This is an optimization exercise on Yosys and OpenROAD, whose aim is small area, a short achievable clock period and few clock cycles, not a production implementation.
Where RTL was checked, it was by simulation tests only, not by an equivalence proof against the original.
No activity file was given, so power comes from the tool's default toggle rates.

==> flow/design.v <==
module cv_repack (
    input  wire        clk,
    input  wire        rst,
    input  wire        cmd_valid,
    output wire        cmd_ready,
    input  wire [5:0]  cmd_old_w,
    input  wire [5:0]  cmd_new_w,
    input  wire [8:0]  cmd_count,
    input  wire        in_valid,
    output wire        in_ready,
    input  wire [31:0] in_data,
    output wire        out_valid,
    input  wire        out_ready,
    output wire [31:0] out_data,
    output reg         done_valid,
    output reg  [5:0]  done_bits,
    output reg         done_err
);
    function [31:0] low_mask;
        input [5:0] w;
        begin
            if (w >= 6'd32)
                low_mask = 32'hffff_ffff;
            else
                low_mask = (32'd1 << w) - 32'd1;
        end
    endfunction
    function [5:0] bits_needed;
        input [31:0] v;
        integer k;
        begin
            bits_needed = 6'd0;
            for (k = 0; k < 32; k = k + 1)
                if (v[k])
                    bits_needed = k[5:0] + 6'd1;
        end
    endfunction
    reg  [5:0]  ow, nw;
    reg  [8:0]  ecnt;          
    reg         busy;          
    reg         finp;          
    reg         fz;            
    reg         dpend;         
    reg         lastq;         
    reg  [31:0] b0, b1, b2;
    reg  [1:0]  wr, rw, cnt;
    reg  [4:0]  rp;
    reg  [5:0]  sp;            
    reg  [8:0]  secnt;         
    reg  [8:0]  cr;            
    reg  [31:0] val_or;
    reg         ev;
    reg  [31:0] e;
    reg  [4:0]  e_wp;
    reg         e_cpl, e_last, e_fl;
    reg  [4:0]  wpr;           
    reg  [31:0] wacc;
    reg  [31:0] obuf;
    reg         ov;
    reg         fl;            
    assign cmd_ready = !busy && !(finp && dpend);
    wire   accept    = cmd_valid && cmd_ready;
    assign in_ready  = (cr != 9'd0) && (cnt != 2'd3);
    wire   load      = in_valid && in_ready;
    assign out_valid = ov;
    assign out_data  = obuf;
    wire   pop       = ov && out_ready;
    wire   ofree     = !ov || out_ready;
    wire [6:0]  s     = {2'b0, rp} + {1'b0, ow};        
    wire        avail = busy && ((ow == 6'd0) || cnt[1] || (cnt == 2'd1 && !(s[5] && s[4:0] != 5'd0)));
    wire [1:0]  rw1   = (rw == 2'd2) ? 2'd0 : rw + 2'd1;
    reg  [31:0] blo, bhi;
    always @(*) begin
        case (rw)
            2'd0:    blo = b0;
            2'd1:    blo = b1;
            default: blo = b2;
        endcase
        case (rw1)
            2'd0:    bhi = b0;
            2'd1:    bhi = b1;
            default: bhi = b2;
        endcase
    end
    wire [63:0] fun   = {bhi, blo} >> rp;
    wire [31:0] m_ow  = low_mask(ow);
    wire [31:0] m_nw  = low_mask(nw);
    wire [31:0] elem  = fun[31:0] & m_ow;
    wire        last  = (ecnt == 9'd1);
    wire        pop_w = s[5];
    wire [6:0]  t     = {2'b0, wpr} + {1'b0, nw};
    wire [63:0] rot2  = {e, e} << e_wp;
    wire [31:0] rot   = rot2[63:32];
    wire [31:0] lm    = low_mask({1'b0, e_wp});
    wire [31:0] hi    = rot & ~lm;
    wire [31:0] lo    = rot & lm;
    wire [31:0] wm    = wacc & lm;
    wire        wstall = fl || (e_cpl && !ofree) || (e_last && lastq);
    wire        wtake  = ev && !wstall;
    wire        take   = avail && (!ev || wtake);
    wire        flush  = fl && ofree;
    wire        fin_now  = finp && !dpend;
    wire        done_now = dpend && lastq && ofree;
    wire [6:0]  s2    = {1'b0, sp} + {1'b0, ow};
    wire        sinc  = (secnt != 9'd0) && (s2 > 7'd32);
    wire [6:0]  s2m   = s2 - 7'd32;
    always @(posedge clk) begin
        if (rst) begin
            busy       <= 1'b0;
            finp       <= 1'b0;
            fz         <= 1'b0;
            dpend      <= 1'b0;
            lastq      <= 1'b0;
            ecnt       <= 9'd0;
            wr         <= 2'd0;
            rw         <= 2'd0;
            cnt        <= 2'd0;
            rp         <= 5'd0;
            secnt      <= 9'd0;
            cr         <= 9'd0;
            ev         <= 1'b0;
            wpr        <= 5'd0;
            ov         <= 1'b0;
            fl         <= 1'b0;
            done_valid <= 1'b0;
        end else begin
            if (accept) begin
                ow     <= cmd_old_w;
                nw     <= cmd_new_w;
                ecnt   <= cmd_count;
                busy   <= (cmd_count != 9'd0);
                secnt  <= (cmd_count != 9'd0) ? cmd_count - 9'd1 : 9'd0;
                sp     <= (cmd_count != 9'd0) ? cmd_old_w : 6'd0;
                wpr    <= 5'd0;
                rp     <= 5'd0;
            end else begin
                if (secnt != 9'd0) begin
                    secnt <= secnt - 9'd1;
                    sp    <= sinc ? s2m[5:0] : s2[5:0];
                end
                if (take) begin
                    ecnt <= ecnt - 9'd1;
                    busy <= !last;
                    rp   <= last ? 5'd0 : s[4:0];
                    wpr  <= last ? 5'd0 : t[4:0];
                end
            end
            if (accept)
                cr <= {8'd0, (cmd_count != 9'd0) && (cmd_old_w != 6'd0)};
            else
                cr <= cr + {8'd0, sinc} - {8'd0, load};
            if (take && last) begin
                wr  <= 2'd0;
                rw  <= 2'd0;
                cnt <= 2'd0;
            end else begin
                if (load)
                    wr <= (wr == 2'd2) ? 2'd0 : wr + 2'd1;
                if (take && pop_w)
                    rw <= rw1;
                cnt <= cnt + {1'b0, load} - {1'b0, take && pop_w};
            end
            if (take)
                ev <= 1'b1;
            else if (wtake)
                ev <= 1'b0;
            if (accept)
                fz <= (cmd_count == 9'd0);
            finp  <= (finp && !fin_now) || (accept && cmd_count == 9'd0) || (take && last);
            dpend <= fin_now || (dpend && !done_now);
            lastq <= (lastq && !done_now) || (fin_now && fz) || flush || (wtake && e_last && !e_fl);
            done_valid <= done_now;
            if (flush)
                fl <= 1'b0;
            else if (wtake && e_last)
                fl <= e_fl;
            if (flush || (wtake && e_cpl))
                ov <= 1'b1;
            else if (pop)
                ov <= 1'b0;
        end
        if (in_ready) begin
            case (wr)
                2'd0:    b0 <= in_data;
                2'd1:    b1 <= in_data;
                default: b2 <= in_data;
            endcase
        end
        if (accept)
            val_or <= 32'd0;
        else if (avail)
            val_or <= val_or | elem;
        if (take) begin
            e      <= elem & m_nw;
            e_wp   <= wpr;
            e_cpl  <= t[5];
            e_last <= last;
            e_fl   <= (t[4:0] != 5'd0);
        end
        if (fin_now) begin
            done_bits <= bits_needed(val_or);
            done_err  <= (bits_needed(val_or) > nw);
        end
        if (flush) begin
            obuf <= wacc;
        end else if (wtake) begin
            if (e_cpl) begin
                obuf <= wm | hi;
                wacc <= lo;
            end else begin
                wacc <= wm | hi;
            end
        end
    end
endmodule
export LEC_CHECK = 0
export ABC_AREA = 0
export ABC_CLOCK_PERIOD_IN_PS = 3000
export CAP_MARGIN = 20
export CORE_MARGIN = 2
export CORE_UTILIZATION = 40
export PLACE_DENSITY = 0.6
export SETUP_SLACK_MARGIN = 4.5
export SLEW_MARGIN = 20
create_clock -name core_clock -period 8.0 [get_ports {clk}]
run.sh (not shown) runs the stock make flow with config.mk's settings and CLKGATE_MAP_FILE= SYNTH_SCRIPT=/design/flow/synth_recipe.tcl, a recipe that flattens the netlist after the stock synthesis.
The starting point completed with no timing, DRC or antenna violations.
Next try:
--- a/flow/design.v
+++ b/flow/design.v
@@ -43,27 +43,27 @@
     reg         dpend;         
     reg         lastq;         
     reg  [31:0] b0, b1, b2;
     reg  [1:0]  wr, rw, cnt;
     reg  [4:0]  rp;
     reg  [5:0]  sp;            
-    reg  [8:0]  secnt;         
-    reg  [8:0]  cr;            
+    reg  [1:0]  lead;          
+    reg  [2:0]  cr;            
     reg  [31:0] val_or;
     reg         ev;
     reg  [31:0] e;
     reg  [4:0]  e_wp;
     reg         e_cpl, e_last, e_fl;
     reg  [4:0]  wpr;           
     reg  [31:0] wacc;
     reg  [31:0] obuf;
     reg         ov;
     reg         fl;            
     assign cmd_ready = !busy && !(finp && dpend);
     wire   accept    = cmd_valid && cmd_ready;
-    assign in_ready  = (cr != 9'd0) && (cnt != 2'd3);
+    assign in_ready  = (cr != 3'd0) && (cnt != 2'd3);
     wire   load      = in_valid && in_ready;
     assign out_valid = ov;
     assign out_data  = obuf;
     wire   pop       = ov && out_ready;
     wire   ofree     = !ov || out_ready;
     wire [6:0]  s     = {2'b0, rp} + {1'b0, ow};        
@@ -79,33 +79,42 @@
         case (rw1)
             2'd0:    bhi = b0;
             2'd1:    bhi = b1;
             default: bhi = b2;
         endcase
     end
-    wire [63:0] fun   = {bhi, blo} >> rp;
+    wire [63:0] fx    = {bhi, blo};
+    wire [47:0] f4    = rp[4] ? fx[63:16] : fx[47:0];
+    wire [39:0] f3    = rp[3] ? f4[47:8]  : f4[39:0];
+    wire [35:0] f2    = rp[2] ? f3[39:4]  : f3[35:0];
+    wire [33:0] f1    = rp[1] ? f2[35:2]  : f2[33:0];
+    wire [31:0] fun   = rp[0] ? f1[32:1]  : f1[31:0];
     wire [31:0] m_ow  = low_mask(ow);
     wire [31:0] m_nw  = low_mask(nw);
-    wire [31:0] elem  = fun[31:0] & m_ow;
+    wire [31:0] elem  = fun & m_ow;
     wire        last  = (ecnt == 9'd1);
     wire        pop_w = s[5];
     wire [6:0]  t     = {2'b0, wpr} + {1'b0, nw};
-    wire [63:0] rot2  = {e, e} << e_wp;
-    wire [31:0] rot   = rot2[63:32];
+    wire [31:0] r0    = e_wp[0] ? {e[30:0],  e[31]}     : e;
+    wire [31:0] r1    = e_wp[1] ? {r0[29:0], r0[31:30]} : r0;
+    wire [31:0] r2    = e_wp[2] ? {r1[27:0], r1[31:28]} : r1;
+    wire [31:0] r3    = e_wp[3] ? {r2[23:0], r2[31:24]} : r2;
+    wire [31:0] rot   = e_wp[4] ? {r3[15:0], r3[31:16]} : r3;
     wire [31:0] lm    = low_mask({1'b0, e_wp});
     wire [31:0] hi    = rot & ~lm;
     wire [31:0] lo    = rot & lm;
     wire [31:0] wm    = wacc & lm;
     wire        wstall = fl || (e_cpl && !ofree) || (e_last && lastq);
     wire        wtake  = ev && !wstall;
     wire        take   = avail && (!ev || wtake);
     wire        flush  = fl && ofree;
     wire        fin_now  = finp && !dpend;
     wire        done_now = dpend && lastq && ofree;
     wire [6:0]  s2    = {1'b0, sp} + {1'b0, ow};
-    wire        sinc  = (secnt != 9'd0) && (s2 > 7'd32);
+    wire        step  = (lead != 2'd3) && ((ecnt[8:2] != 7'd0) || (ecnt[1:0] > lead));
+    wire        sinc  = step && (s2 > 7'd32);
     wire [6:0]  s2m   = s2 - 7'd32;
     always @(posedge clk) begin
         if (rst) begin
             busy       <= 1'b0;
             finp       <= 1'b0;
             fz         <= 1'b0;
@@ -113,45 +122,44 @@
             lastq      <= 1'b0;
             ecnt       <= 9'd0;
             wr         <= 2'd0;
             rw         <= 2'd0;
             cnt        <= 2'd0;
             rp         <= 5'd0;
-            secnt      <= 9'd0;
-            cr         <= 9'd0;
+            lead       <= 2'd0;
+            cr         <= 3'd0;
             ev         <= 1'b0;
             wpr        <= 5'd0;
             ov         <= 1'b0;
             fl         <= 1'b0;
             done_valid <= 1'b0;
         end else begin
             if (accept) begin
                 ow     <= cmd_old_w;
                 nw     <= cmd_new_w;
                 ecnt   <= cmd_count;
                 busy   <= (cmd_count != 9'd0);
-                secnt  <= (cmd_count != 9'd0) ? cmd_count - 9'd1 : 9'd0;
+                lead   <= {1'b0, cmd_count != 9'd0};
                 sp     <= (cmd_count != 9'd0) ? cmd_old_w : 6'd0;
                 wpr    <= 5'd0;
                 rp     <= 5'd0;
             end else begin
-                if (secnt != 9'd0) begin
-                    secnt <= secnt - 9'd1;
+                if (step)
                     sp    <= sinc ? s2m[5:0] : s2[5:0];
-                end
+                lead <= lead + {1'b0, step} - {1'b0, take};
                 if (take) begin
                     ecnt <= ecnt - 9'd1;
                     busy <= !last;
                     rp   <= last ? 5'd0 : s[4:0];
                     wpr  <= last ? 5'd0 : t[4:0];
                 end
             end
             if (accept)
-                cr <= {8'd0, (cmd_count != 9'd0) && (cmd_old_w != 6'd0)};
+                cr <= {2'd0, (cmd_count != 9'd0) && (cmd_old_w != 6'd0)};
             else
-                cr <= cr + {8'd0, sinc} - {8'd0, load};
+                cr <= cr + {2'd0, sinc} - {2'd0, load};
             if (take && last) begin
                 wr  <= 2'd0;
                 rw  <= 2'd0;
                 cnt <= 2'd0;
             end else begin
                 if (load)
Routed wire length falls by about a fifth. Final cell count drops by roughly a tenth. Worst setup slack improved by 0.29 ns. Power goes down by about a fifth. Sequential cell count is lower by 13. Synthesized area drops by roughly a tenth. Final area falls by roughly a tenth.
Testbench counts after the change, summed over its fixed seeds: cycles 37,273.
Only the layout flow was run in the first run of this note; the RTL was not checked for function there.

-- re-timing with driven ports --
Ports are ideal in the flow. The routed layouts listed here were re-timed in OpenROAD.
Step 1: set_driving_cell puts a clkbuf_16 on clk and a buf_2 on each other input, an assumption about the parent block.
Step 2 moves the port delays by t, midway between the first and last clock arrival at a register: inputs arrive t later, outputs are due t later. That takes back most of the time a late clock gives input paths.
Slacks: ideal / step 1 / step 2; pairs: ideal / step 1.
run	shift t [ns]	setup slack, ns	hold slack, ns	worst register clock-pin slew, ns	pins driven straight from the clock port
the first run	0.624	4.248 / 4.275 / 3.657	0.447 / 0.447 / 0.447	0.07 / 0.07	1
the second run	0.603	4.543 / 4.543 / 4.092	0.482 / 0.482 / 0.482	0.07 / 0.07	1
After both steps every run listed still meets setup and hold. For the first run, which loses most, drivers alone change the setup slack by +0.027 ns; drivers and shift together by -0.591 ns.
